Context: an optimization exercise on an open-source flow, tuned for small area, a short achievable clock period and few clock cycles. The choices shown serve that exercise and are no tape-out recipe.
RTL that was checked went through simulation tests only; none was proved equivalent to the original.
Power figures rest on the tool's default switching activity, not on a simulated workload.

==> inputs of maple <==
==> flow/design.v <==
module drift_score (
    input  wire       clk,
    input  wire       shift,       
    input  wire [7:0] b,
    output wire [7:0] last,        
    output wire       over         
);
    reg [127:0] r;
    reg [31:0]  p;
    reg [2:0]   kt;
    assign last = r[7:0];
    function [2:0] tadd;
        input [2:0] a, b;
        begin
            tadd[0] = a[0] | b[0];
            tadd[1] = a[1] | b[1] | (a[0] & b[0]);
            tadd[2] = a[2] | b[2] | (a[1] & b[0]) | (a[0] & b[1]);
        end
    endfunction
    function [2:0] therm;
        input [1:0] x;
        therm = {x[1] & x[0], x[1], x[1] | x[0]};
    endfunction
    function [2:0] ones2;
        input [1:0] x;
        ones2 = {1'b0, x[1] & x[0], x[1] | x[0]};
    endfunction
    wire [7:0] d  = b ^ r[127:120];
    wire [2:0] nt = tadd(tadd(ones2(d[1:0]), ones2(d[3:2])),
                         tadd(ones2(d[5:4]), ones2(d[7:6])));
    wire [1:0] pn = {nt[1], (nt[0] & !nt[1]) | nt[2]};
    wire [2:0] s0 = tadd(therm(p[1:0]),   therm(p[3:2]));
    wire [2:0] s1 = tadd(therm(p[5:4]),   therm(p[7:6]));
    wire [2:0] s2 = tadd(therm(p[9:8]),   therm(p[11:10]));
    wire [2:0] s3 = tadd(therm(p[13:12]), therm(p[15:14]));
    wire [2:0] s4 = tadd(therm(p[17:16]), therm(p[19:18]));
    wire [2:0] s5 = tadd(therm(p[21:20]), therm(p[23:22]));
    wire [2:0] s6 = tadd(therm(p[25:24]), therm(p[27:26]));
    wire [2:0] k14 = tadd(tadd(tadd(s0, s1), tadd(s2, s3)), tadd(tadd(s4, s5), s6));
    wire [2:0] sc = tadd(kt, nt);
    assign over = sc[2];
    always @(posedge clk) begin
        if (shift) begin
            r  <= {r[119:0], b};
            p  <= {p[29:0], pn};
            kt <= tadd(k14, nt);
        end
    end
endmodule
module rle_encoder (
    input  wire       clk,
    input  wire       rst,
    input  wire       cmd_valid,
    output wire       cmd_ready,
    input  wire [1:0] cmd_op,
    input  wire [7:0] cmd_byte,
    output wire       out_valid,
    input  wire       out_ready,
    output wire [7:0] out_byte
);
    localparam [1:0] OP_BYTE = 2'b01, OP_FLUSH = 2'b10, OP_INIT = 2'b11;
    localparam [7:0] MARKER = 8'h7E;
    reg       iv, rdy;
    reg [1:0] iop;
    reg [7:0] ib;
    reg [4:0] widx;         
    reg       full;         
    reg       any;          
    reg       supp;         
    reg [2:0] run;
    reg       xv, xt, xe;
    reg [7:0] ob;
    reg [2:0] xr;
    reg [7:0] xd;
    reg       yv, ym, yt, ye;
    reg [2:0] yr;
    reg [7:0] yd;
    assign cmd_ready = rdy;
    assign out_valid = xv;
    assign out_byte  = ob;
    wire acc   = cmd_valid && rdy;
    wire go    = iv && !yv;                      
    wire xlast = !xt && !xe;
    wire xfree = !xv || (xlast && out_ready);    
    wire is_byte  = (iop == OP_BYTE);
    wire is_flush = (iop == OP_FLUSH);
    wire [7:0] last;
    wire over;
    drift_score u_score (.clk(clk), .shift(go && is_byte), .b(ib), .last(last), .over(over));
    wire [7:0] prev = any ? last : 8'd0;
    wire now_full = full || (widx == 5'd31);
    wire mark     = now_full && over && !supp;
    wire [7:0] delta  = ib ^ prev;
    wire       absorb = (delta == 8'd0) && (run != 3'd7);
    wire       esc    = (delta[7:5] != 3'd0) || (delta[4:0] == 5'd31) ||
                        (run == 3'd3 && delta == 8'd30);
    reg       nm, nt, ne;
    reg [2:0] nr;
    reg [7:0] nd;
    always @* begin
        nm = 1'b0; nt = 1'b0; ne = 1'b0; nr = run; nd = delta;
        if (is_byte) begin
            nm = mark;
            nt = !absorb;
            ne = !absorb && esc;
        end else if (is_flush) begin
            nt = (run != 3'd0);
            nr = run - 3'd1;
            nd = 8'd0;
        end
    end
    wire nv = go && (nm | nt);
    wire       lm = yv ? ym : nm;
    wire       lt = yv ? yt : nt;
    wire       le = yv ? ye : ne;
    wire [2:0] lr = yv ? yr : nr;
    wire [7:0] ld = yv ? yd : nd;
    wire iv_next = acc || (iv && !go);
    wire yv_next = !xfree && (yv || nv);
    always @(posedge clk) begin
        if (rst) begin
            iv   <= 1'b0;
            rdy  <= 1'b1;
            widx <= 5'd0;
            full <= 1'b0;
            any  <= 1'b0;
            supp <= 1'b0;
            run  <= 3'd0;
            xv <= 1'b0; xt <= 1'b0; xe <= 1'b0;
            yv <= 1'b0;
        end else begin
            if (acc) begin
                iop <= cmd_op;
                ib  <= cmd_byte;
            end
            iv  <= iv_next;
            rdy <= !(iv_next && yv_next);
            yv <= yv_next;
            if (xfree) begin
                xv <= yv || nv;
                xt <= lm && lt;
                xe <= le;
                xr <= lr;
                xd <= ld;
                ob <= lm ? MARKER : {lr, le ? 5'd31 : ld[4:0]};
            end else begin
                if (out_ready) begin
                    if (xt) begin
                        xt <= 1'b0;
                        ob <= {xr, xe ? 5'd31 : xd[4:0]};
                    end else begin
                        xe <= 1'b0;
                        ob <= xd;
                    end
                end
                if (nv) begin
                    ym <= nm; yt <= nt; ye <= ne; yr <= nr; yd <= nd;
                end
            end
            if (go) begin
                case (iop)
                    OP_BYTE: begin
                        widx <= widx + 5'd1;
                        if (widx == 5'd31) full <= 1'b1;
                        any <= 1'b1;
                        if (now_full) supp <= mark;
                        run <= absorb ? run + 3'd1 : 3'd0;
                    end
                    OP_FLUSH: run <= 3'd0;
                    OP_INIT: begin
                        widx <= 5'd0;
                        full <= 1'b0;
                        any  <= 1'b0;
                        supp <= 1'b0;
                        run  <= 3'd0;
                    end
                    default: ;
                endcase
            end
        end
    end
endmodule
module rle_decoder (
    input  wire        clk,
    input  wire        rst,
    input  wire        cmd_valid,
    output wire        cmd_ready,
    input  wire [1:0]  cmd_op,
    input  wire [7:0]  cmd_byte,
    input  wire [15:0] cmd_cap,
    output wire        out_valid,
    input  wire        out_ready,
    output wire [7:0]  out_byte,
    output wire [15:0] out_index,
    output wire        res_valid,
    output wire [1:0]  res_status,
    output wire [15:0] res_count
);
    localparam [1:0] OP_BYTE = 2'b01, OP_END = 2'b10, OP_INIT = 2'b11;
    localparam [1:0] ST_OK = 2'd0, ST_CAP = 2'd1, ST_TRUNC = 2'd2;
    localparam [7:0] MARKER = 8'h7E;
    reg        iv, rdy;
    reg [1:0]  iop;
    reg [7:0]  ib;
    reg        esc_pending;
    reg [2:0]  esc_run;
    reg [15:0] room;        
    reg [1:0]  status;
    reg [7:0]  prev;
    reg [15:0] out_count;
    reg        xu, xend, xinit, xh;
    reg [2:0]  xk;
    reg [7:0]  xd;
    reg        yv, yh;
    reg [2:0]  yc;
    reg [7:0]  yd;
    assign cmd_ready  = rdy;
    assign out_valid  = xu;
    assign out_byte   = prev;
    assign out_index  = out_count;
    assign res_valid  = xend;
    assign res_status = xd[1:0];
    assign res_count  = out_count;
    wire acc   = cmd_valid && rdy;
    wire xlast = (xk == 3'd0) || (xk == 3'd1 && !xh);
    wire xfree = !xu || (xlast && out_ready);
    wire xstep = xu && out_ready;
    wire ok      = (status == ST_OK);
    wire is_byte = (iop == OP_BYTE);
    wire       plain   = (ib != MARKER) && (ib[4:0] != 5'd31);
    wire       unit    = ok && (esc_pending || plain);
    wire [2:0] u_run   = esc_pending ? esc_run : ib[7:5];
    wire [7:0] u_delta = esc_pending ? ib : {3'd0, ib[4:0]};
    wire       room_hi = (room[15:3] != 13'd0);
    wire       room_nz = room_hi || (room[2:0] != 3'd0);
    wire       fits    = room_hi || (room[2:0] > u_run);      
    wire [4:0]  lo_left   = {1'b0, room[3:0]} + {2'b01, ~u_run};
    wire [11:0] hi_dec    = room[15:4] - 12'd1;
    wire [15:0] room_left = {lo_left[4] ? room[15:4] : hi_dec, lo_left[3:0]};
    reg       nv, nh;
    reg [2:0] nc;
    reg [7:0] nd;
    always @* begin
        nv = 1'b0; nh = 1'b0; nc = 3'd0; nd = u_delta;
        case (iop)
            OP_BYTE: begin
                nv = unit && room_nz;
                nh = fits;
                nc = fits ? u_run : room[2:0];
            end
            OP_END: begin
                nv = 1'b1;
                nd = {6'd0, (ok && esc_pending) ? ST_TRUNC : status};
            end
            OP_INIT: begin
                nv = 1'b1;
                nd = 8'd4;
            end
            default: ;
        endcase
    end
    wire n_c0 = is_byte && unit && room_nz && (u_run == 3'd0);
    wire go   = iv && (!yv || !nv);            
    wire ln   = iv && !yv && nv;               
    wire       lh = yv ? yh : nh;
    wire [2:0] lc = yv ? yc : nc;
    wire [7:0] ld = yv ? yd : nd;
    wire       lunit = yv ? (yh || yc != 3'd0) : (ln && (nh || nc != 3'd0));
    wire       lctl  = yv ? (!yh && yc == 3'd0) : (ln && !nh && nc == 3'd0);
    wire       l_c0  = yv ? (yh && yc == 3'd0) : (iv && n_c0);
    wire iv_next = acc || (iv && !go);
    wire yv_next = !xfree && (yv || ln);
    wire esc_next = (go && iop == OP_INIT) ? 1'b0 :
                    (go && is_byte && ok) ? (!esc_pending && ib != MARKER && ib[4:0] == 5'd31) :
                    esc_pending;
    wire st_bad  = !ok && !(go && iop == OP_INIT);
    wire quiet   = (cmd_op == 2'b00) ||
                   (cmd_op == OP_BYTE && (st_bad || (!esc_next &&
                    (cmd_byte == MARKER || cmd_byte[4:0] == 5'd31))));
    always @(posedge clk) begin
        if (rst) begin
            esc_pending <= 1'b0;
            esc_run     <= 3'd0;
            room        <= 16'd0;
            status      <= ST_OK;
            prev        <= 8'd0;
            out_count   <= 16'd0;
            xu    <= 1'b0;
            xend  <= 1'b0;
            xinit <= 1'b0;
            yv    <= 1'b0;
            iv    <= 1'b0;
            rdy   <= 1'b1;
        end else begin
            if (acc) begin
                iop <= cmd_op;
                ib  <= cmd_byte;
            end
            iv  <= iv_next;
            rdy <= !(iv_next && yv_next && !(acc && quiet));
            if (xinit)
                out_count <= 16'd0;
            else if (xstep)
                out_count <= out_count + 16'd1;
            if (xfree && l_c0)
                prev <= (xinit ? 8'd0 : prev) ^ ld;
            else if (xinit)
                prev <= 8'd0;
            else if (xstep && xk == 3'd1 && xh)
                prev <= prev ^ xd;
            if (xfree) begin
                xu    <= lunit;
                xend  <= lctl && !ld[2];
                xinit <= lctl && ld[2];
                xh    <= lh && lc != 3'd0;
                xk    <= lc;
                xd    <= ld;
            end else if (xstep) begin
                if (xk != 3'd0) xk <= xk - 3'd1;
                if (xk == 3'd1) xh <= 1'b0;
            end
            if (!yv) begin
                yh <= nh; yc <= nc; yd <= nd;
            end
            yv <= yv_next;
            if (go) begin
                case (iop)
                    OP_BYTE: begin
                        if (ok && !esc_pending && ib != MARKER && ib[4:0] == 5'd31)
                            esc_run <= ib[7:5];
                        if (unit) begin
                            if (fits) begin
                                room <= room_left;
                            end else begin
                                room   <= 16'd0;
                                status <= ST_CAP;
                            end
                        end
                    end
                    OP_END: begin
                        if (ok && esc_pending) status <= ST_TRUNC;
                    end
                    OP_INIT: begin
                        esc_run     <= 3'd0;
                        status      <= ST_OK;
                    end
                    default: ;
                endcase
            end
            if (acc && cmd_op == OP_INIT) room <= cmd_cap;
            esc_pending <= esc_next;
        end
    end
endmodule
module rle_codec (
    input  wire        clk,
    input  wire        rst,
    input  wire        enc_cmd_valid,
    output wire        enc_cmd_ready,
    input  wire [1:0]  enc_cmd_op,
    input  wire [7:0]  enc_cmd_byte,
    output wire        enc_out_valid,
    input  wire        enc_out_ready,
    output wire [7:0]  enc_out_byte,
    input  wire        dec_cmd_valid,
    output wire        dec_cmd_ready,
    input  wire [1:0]  dec_cmd_op,
    input  wire [7:0]  dec_cmd_byte,
    input  wire [15:0] dec_cmd_cap,
    output wire        dec_out_valid,
    input  wire        dec_out_ready,
    output wire [7:0]  dec_out_byte,
    output wire [15:0] dec_out_index,
    output wire        dec_res_valid,
    output wire [1:0]  dec_res_status,
    output wire [15:0] dec_res_count
);
    rle_encoder u_enc (
        .clk(clk), .rst(rst),
        .cmd_valid(enc_cmd_valid), .cmd_ready(enc_cmd_ready),
        .cmd_op(enc_cmd_op), .cmd_byte(enc_cmd_byte),
        .out_valid(enc_out_valid), .out_ready(enc_out_ready), .out_byte(enc_out_byte)
    );
    rle_decoder u_dec (
        .clk(clk), .rst(rst),
        .cmd_valid(dec_cmd_valid), .cmd_ready(dec_cmd_ready),
        .cmd_op(dec_cmd_op), .cmd_byte(dec_cmd_byte), .cmd_cap(dec_cmd_cap),
        .out_valid(dec_out_valid), .out_ready(dec_out_ready),
        .out_byte(dec_out_byte), .out_index(dec_out_index),
        .res_valid(dec_res_valid), .res_status(dec_res_status), .res_count(dec_res_count)
    );
endmodule
==> flow/flow/run.sh <==
#!/bin/bash
# Standard ORFS layout, with faster port buffers (buf_4 in place of the
# default delay-cell buffer) and a deeper setup repair. Each make run's
# full output goes to a log file of its own in this folder.
set -euo pipefail
bash standard.sh synth > synth.log 2>&1
bash standard.sh \
    BUFFER_PORTS_ARGS="-buffer_cell sky130_fd_sc_hd__buf_4" \
    SETUP_SLACK_MARGIN=${FLOW_SETUP_MARGIN:-7.5} \
    finish > layout.log 2>&1
==> flow/standard.sh <==
#!/bin/bash
# synth_recipe.tcl (not shown) runs the flow's synth.tcl, then flattens the netlist and writes it again
# the make line also repeats each setting of config.mk as NAME=value (left out here)
make -C /OpenROAD-flow-scripts/flow DESIGN_CONFIG=/design/flow/config.mk WORK_HOME=/design/flow/orfs CLKGATE_MAP_FILE= SYNTH_SCRIPT=/design/flow/synth_recipe.tcl "${@:-finish}"
==> flow/config.mk <==
export PLATFORM = sky130hd
export DESIGN_NAME = rle_codec
export DESIGN_NICKNAME = rle_codec
export VERILOG_FILES = /design/flow/design.v
export SDC_FILE = /design/flow/constraint.sdc
export NUM_CORES = 4
export LEC_CHECK = 0
export ABC_AREA = 1
export CAP_MARGIN = 20
export CORE_MARGIN = 2
export CORE_UTILIZATION = 70
export CTS_BUF_LIST = sky130_fd_sc_hd__clkbuf_8
export CTS_CLUSTER_DIAMETER = 150
export CTS_CLUSTER_SIZE = 18
export GPL_TIMING_DRIVEN = 1
export SETUP_SLACK_MARGIN = 5
export SLEW_MARGIN = 20
==> flow/constraint.sdc <==
create_clock -name core_clock -period 11.0 [get_ports {clk}]
set_input_delay 2.2000 -clock core_clock [delete_from_list [all_inputs] [get_ports {clk}]]
set_output_delay 2.2000 -clock core_clock [all_outputs]
set_load 0.01 [all_outputs]
==> juniper: changes against maple <==
--- a/flow/design.v
+++ b/flow/design.v
@@ -271,11 +271,4 @@
     wire iv_next = acc || (iv && !go);
     wire yv_next = !xfree && (yv || ln);
-    wire esc_next = (go && iop == OP_INIT) ? 1'b0 :
-                    (go && is_byte && ok) ? (!esc_pending && ib != MARKER && ib[4:0] == 5'd31) :
-                    esc_pending;
-    wire st_bad  = !ok && !(go && iop == OP_INIT);
-    wire quiet   = (cmd_op == 2'b00) ||
-                   (cmd_op == OP_BYTE && (st_bad || (!esc_next &&
-                    (cmd_byte == MARKER || cmd_byte[4:0] == 5'd31))));
     always @(posedge clk) begin
         if (rst) begin
@@ -298,5 +291,5 @@
             end
             iv  <= iv_next;
-            rdy <= !(iv_next && yv_next && !(acc && quiet));
+            rdy <= !(iv_next && yv_next);
             if (xinit)
                 out_count <= 16'd0;
@@ -327,6 +320,12 @@
                 case (iop)
                     OP_BYTE: begin
-                        if (ok && !esc_pending && ib != MARKER && ib[4:0] == 5'd31)
-                            esc_run <= ib[7:5];
+                        if (ok) begin
+                            if (esc_pending)
+                                esc_pending <= 1'b0;
+                            else if (ib != MARKER && ib[4:0] == 5'd31) begin
+                                esc_pending <= 1'b1;
+                                esc_run     <= ib[7:5];
+                            end
+                        end
                         if (unit) begin
                             if (fits) begin
@@ -342,4 +341,5 @@
                     end
                     OP_INIT: begin
+                        esc_pending <= 1'b0;
                         esc_run     <= 3'd0;
                         status      <= ST_OK;
@@ -349,5 +349,4 @@
             end
             if (acc && cmd_op == OP_INIT) room <= cmd_cap;
-            esc_pending <= esc_next;
         end
     end
==> flow/config.mk (replaced) <==
export PLATFORM = sky130hd
export DESIGN_NAME = rle_codec
export DESIGN_NICKNAME = rle_codec
export VERILOG_FILES = /design/flow/design.v
export SDC_FILE = /design/flow/constraint.sdc
export NUM_CORES = 4
export LEC_CHECK = 0
export CAP_MARGIN = 20
export CORE_MARGIN = 2
export CORE_UTILIZATION = 60
export CTS_BUF_LIST = sky130_fd_sc_hd__clkbuf_8
export CTS_CLUSTER_SIZE = 40
export SETUP_SLACK_MARGIN = 5
export SLEW_MARGIN = 20
==> xenon: changes against maple <==
--- a/flow/design.v
+++ b/flow/design.v
@@ -209,5 +209,5 @@
     reg [7:0]  prev;
     reg [15:0] out_count;
-    reg        xu, xend, xinit, xh;
+    reg        xu, xend, xh;
     reg [2:0]  xk;
     reg [7:0]  xd;
@@ -225,17 +225,22 @@
     wire xlast = (xk == 3'd0) || (xk == 3'd1 && !xh);
     wire xfree = !xu || (xlast && out_ready);
-    wire xstep = xu && out_ready;
-    wire ok      = (status == ST_OK);
-    wire is_byte = (iop == OP_BYTE);
-    wire       plain   = (ib != MARKER) && (ib[4:0] != 5'd31);
-    wire       unit    = ok && (esc_pending || plain);
-    wire [2:0] u_run   = esc_pending ? esc_run : ib[7:5];
-    wire [7:0] u_delta = esc_pending ? ib : {3'd0, ib[4:0]};
-    wire       room_hi = (room[15:3] != 13'd0);
-    wire       room_nz = room_hi || (room[2:0] != 3'd0);
-    wire       fits    = room_hi || (room[2:0] > u_run);      
-    wire [4:0]  lo_left   = {1'b0, room[3:0]} + {2'b01, ~u_run};
+    reg       unit;
+    reg [2:0] u_run;
+    reg [7:0] u_delta;
+    always @* begin
+        unit = 1'b0; u_run = 3'd0; u_delta = 8'd0;
+        if (status == ST_OK) begin
+            if (esc_pending) begin
+                unit = 1'b1; u_run = esc_run; u_delta = ib;
+            end else if (ib != MARKER && ib[4:0] != 5'd31) begin
+                unit = 1'b1; u_run = ib[7:5]; u_delta = {3'd0, ib[4:0]};
+            end
+        end
+    end
+    wire [3:0]  need  = {1'b0, u_run} + 4'd1;
+    wire        fits  = (room[15:3] != 13'd0) || (room[3:0] >= need);
+    wire [4:0]  lo_left   = {1'b0, room[3:0]} - {1'b0, need};
     wire [11:0] hi_dec    = room[15:4] - 12'd1;
-    wire [15:0] room_left = {lo_left[4] ? room[15:4] : hi_dec, lo_left[3:0]};
+    wire [15:0] room_left = {lo_left[4] ? hi_dec : room[15:4], lo_left[3:0]};
     reg       nv, nh;
     reg [2:0] nc;
@@ -245,5 +250,5 @@
         case (iop)
             OP_BYTE: begin
-                nv = unit && room_nz;
+                nv = unit && (fits || room[2:0] != 3'd0);
                 nh = fits;
                 nc = fits ? u_run : room[2:0];
@@ -251,5 +256,5 @@
             OP_END: begin
                 nv = 1'b1;
-                nd = {6'd0, (ok && esc_pending) ? ST_TRUNC : status};
+                nd = {6'd0, (status == ST_OK && esc_pending) ? ST_TRUNC : status};
             end
             OP_INIT: begin
@@ -260,22 +265,14 @@
         endcase
     end
-    wire n_c0 = is_byte && unit && room_nz && (u_run == 3'd0);
-    wire go   = iv && (!yv || !nv);            
-    wire ln   = iv && !yv && nv;               
+    wire go = iv && (!yv || !nv);            
+    wire       ln = go && nv;
+    wire       lv = yv || ln;
     wire       lh = yv ? yh : nh;
     wire [2:0] lc = yv ? yc : nc;
     wire [7:0] ld = yv ? yd : nd;
-    wire       lunit = yv ? (yh || yc != 3'd0) : (ln && (nh || nc != 3'd0));
-    wire       lctl  = yv ? (!yh && yc == 3'd0) : (ln && !nh && nc == 3'd0);
-    wire       l_c0  = yv ? (yh && yc == 3'd0) : (iv && n_c0);
+    wire       lunit = lv && (lh || lc != 3'd0);
+    wire       lctl  = lv && !lh && lc == 3'd0;
     wire iv_next = acc || (iv && !go);
     wire yv_next = !xfree && (yv || ln);
-    wire esc_next = (go && iop == OP_INIT) ? 1'b0 :
-                    (go && is_byte && ok) ? (!esc_pending && ib != MARKER && ib[4:0] == 5'd31) :
-                    esc_pending;
-    wire st_bad  = !ok && !(go && iop == OP_INIT);
-    wire quiet   = (cmd_op == 2'b00) ||
-                   (cmd_op == OP_BYTE && (st_bad || (!esc_next &&
-                    (cmd_byte == MARKER || cmd_byte[4:0] == 5'd31))));
     always @(posedge clk) begin
         if (rst) begin
@@ -286,10 +283,9 @@
             prev        <= 8'd0;
             out_count   <= 16'd0;
-            xu    <= 1'b0;
-            xend  <= 1'b0;
-            xinit <= 1'b0;
-            yv    <= 1'b0;
-            iv    <= 1'b0;
-            rdy   <= 1'b1;
+            xu   <= 1'b0;
+            xend <= 1'b0;
+            yv   <= 1'b0;
+            iv   <= 1'b0;
+            rdy  <= 1'b1;
         end else begin
             if (acc) begin
@@ -298,27 +294,25 @@
             end
             iv  <= iv_next;
-            rdy <= !(iv_next && yv_next && !(acc && quiet));
-            if (xinit)
-                out_count <= 16'd0;
-            else if (xstep)
+            rdy <= !(iv_next && yv_next);
+            if (xu && out_ready) begin
                 out_count <= out_count + 16'd1;
-            if (xfree && l_c0)
-                prev <= (xinit ? 8'd0 : prev) ^ ld;
-            else if (xinit)
-                prev <= 8'd0;
-            else if (xstep && xk == 3'd1 && xh)
-                prev <= prev ^ xd;
-            if (xfree) begin
-                xu    <= lunit;
-                xend  <= lctl && !ld[2];
-                xinit <= lctl && ld[2];
-                xh    <= lh && lc != 3'd0;
-                xk    <= lc;
-                xd    <= ld;
-            end else if (xstep) begin
                 if (xk != 3'd0) xk <= xk - 3'd1;
-                if (xk == 3'd1) xh <= 1'b0;
+                if (xk == 3'd1 && xh) begin
+                    xh   <= 1'b0;
+                    prev <= prev ^ xd;
+                end
             end
-            if (!yv) begin
+            if (xfree) begin
+                xu   <= lunit;
+                xend <= lctl && !ld[2];
+                xh   <= lh && lc != 3'd0;
+                xk   <= lc;
+                xd   <= ld;
+                if (lunit && lc == 3'd0) prev <= prev ^ ld;
+                if (lctl && ld[2]) begin
+                    prev      <= 8'd0;
+                    out_count <= 16'd0;
+                end
+            end else if (ln) begin
                 yh <= nh; yc <= nc; yd <= nd;
             end
@@ -327,6 +321,12 @@
                 case (iop)
                     OP_BYTE: begin
-                        if (ok && !esc_pending && ib != MARKER && ib[4:0] == 5'd31)
-                            esc_run <= ib[7:5];
+                        if (status == ST_OK) begin
+                            if (esc_pending)
+                                esc_pending <= 1'b0;
+                            else if (ib != MARKER && ib[4:0] == 5'd31) begin
+                                esc_pending <= 1'b1;
+                                esc_run     <= ib[7:5];
+                            end
+                        end
                         if (unit) begin
                             if (fits) begin
@@ -339,7 +339,8 @@
                     end
                     OP_END: begin
-                        if (ok && esc_pending) status <= ST_TRUNC;
+                        if (status == ST_OK && esc_pending) status <= ST_TRUNC;
                     end
                     OP_INIT: begin
+                        esc_pending <= 1'b0;
                         esc_run     <= 3'd0;
                         status      <= ST_OK;
@@ -349,5 +350,4 @@
             end
             if (acc && cmd_op == OP_INIT) room <= cmd_cap;
-            esc_pending <= esc_next;
         end
     end
==> flow/run.sh (new file) <==
#!/bin/bash
# synth_recipe.tcl (not shown) runs the flow's synth.tcl, then flattens the netlist and writes it again
# the make line also repeats each setting of config.mk as NAME=value (left out here)
make -C /OpenROAD-flow-scripts/flow DESIGN_CONFIG=/design/flow/config.mk WORK_HOME=/design/flow/orfs CLKGATE_MAP_FILE= SYNTH_SCRIPT=/design/flow/synth_recipe.tcl finish
==> flow/config.mk (replaced) <==
export PLATFORM = sky130hd
export DESIGN_NAME = rle_codec
export DESIGN_NICKNAME = rle_codec
export VERILOG_FILES = /design/flow/design.v
export SDC_FILE = /design/flow/constraint.sdc
export NUM_CORES = 4
export LEC_CHECK = 0
export CAP_MARGIN = 20
export CORE_MARGIN = 2
export CORE_UTILIZATION = 40
export SETUP_SLACK_MARGIN = 5
export SLEW_MARGIN = 20
removed: flow/flow/run.sh
removed: flow/standard.sh
==> qor summary <==
Compound-gate portion of the synthesized area: juniper 12.7%; maple 6.80%; xenon 12.8%
Tot GR Track Use: juniper 21.3%; maple 23.7%; xenon 15.2%
IR Drop Worst-Case VDD: juniper 0.110 mV; maple 0.139 mV; xenon 0.0956 mV
Vias in the first global route: juniper 7,468; maple 7,985; xenon 8,131
Part of the Yosys area used for sequential elements: juniper 65.5%; maple 64.8%; xenon 63.9%
Detailed-routing iteration count for the pre-antenna-repair pass: juniper 5; maple 5; xenon 6
Fraction of layout instances using a drive strength above 1: juniper 19.6%; maple 12.2%; xenon 7.40%
Total stage count of the critical path: juniper 7; maple 1; xenon 15
RSZ-0062 raised after global routing: juniper yes; maple no; xenon no
Die boundary width: juniper 151 µm; maple 141 µm; xenon 186 µm
H-tree level count: juniper 2; maple 1; xenon 2
Post-synthesis net count: juniper 1,094; maple 1,302; xenon 1,143
Depth of the worst register-to-register path: juniper 7; maple 13; xenon 15
Part of the power in combinational logic: juniper 7.6%; maple 8.9%; xenon 9.2%
Worst setup startpoint: juniper u_dec.room[4]$_SDFFE_PP0P_; maple u_dec.xu$_SDFFE_PP0N_; xenon u_dec.status[0]$_SDFFE_PP0P_
Insertion delay of the later-clocked pin in the worst-skew pair: juniper 0.56 ns; maple 0.55 ns; xenon 0.51 ns
Proportion of final cell area spent on non-clock buffers: juniper 5.36%; maple 5.22%; xenon 6.69%
Switching power total: juniper 565 µW; maple 459 µW; xenon 615 µW
Worst slew margin: juniper 39.7%; maple 32.2%; xenon 29.3%
R2R Path End: juniper u_dec.xh$_SDFFCE_PP0P_; maple u_dec.room[5]$_SDFFE_PP0P_; xenon u_dec.out_count[9]$_SDFF_PP0_
Status: juniper no timing/DRC/antenna violations; maple no timing/DRC/antenna violations; xenon no timing/DRC/antenna violations
Buffers, non-clock: juniper 105; maple 99; xenon 106
Count of multi-input gates: juniper 639; maple 754; xenon 675
Final cell area excluding filler cells: juniper 14,800 µm²; maple 14,300 µm²; xenon 15,600 µm²
Number of buffers and inverters on the critical path: juniper 0; maple 1; xenon 3
Testbench counts of juniper, summed over its fixed seeds: cycles 31,396.
Testbench counts of xenon, summed over its fixed seeds: cycles 31,396.
The RTL of maple was laid out without a check of its function.

==> what the ideal ports hide <==
In the flow no input, the clock included, has a driving cell. The finished layouts below were timed again as built, in two steps. Step 1 (the two cells are an assumption about what drives the block):
set clk [get_ports {clk}]
set_driving_cell -lib_cell sky130_fd_sc_hd__clkbuf_16 $clk
set_driving_cell -lib_cell sky130_fd_sc_hd__buf_2 [delete_from_list [all_inputs] $clk]
Step 2 times the ports against the registers' clock, not the clock port: input delays grow and output delays shrink by t, the midpoint of the rising clock arrivals with the driver on. Slacks: no drivers / after step 1 / after step 2; pairs: no drivers / after step 1.
run | t, ns | setup WS [ns] | worst hold slack (ns) | pins driven straight from the clock port
maple | 0.579 | 7.573 / 7.531 / 7.068 | 0.418 / 0.418 / 0.418 | 1
juniper | 0.597 | 7.635 / 7.591 / 7.068 | 0.412 / 0.412 / 0.412 | 1
xenon | 0.555 | 6.059 / 6.059 / 5.860 | 0.405 / 0.405 / 0.405 | 1
After both steps setup and hold are still met in every run listed. The setup slack of juniper, which loses most, moves by -0.044 ns with the drivers and by -0.567 ns with both steps.
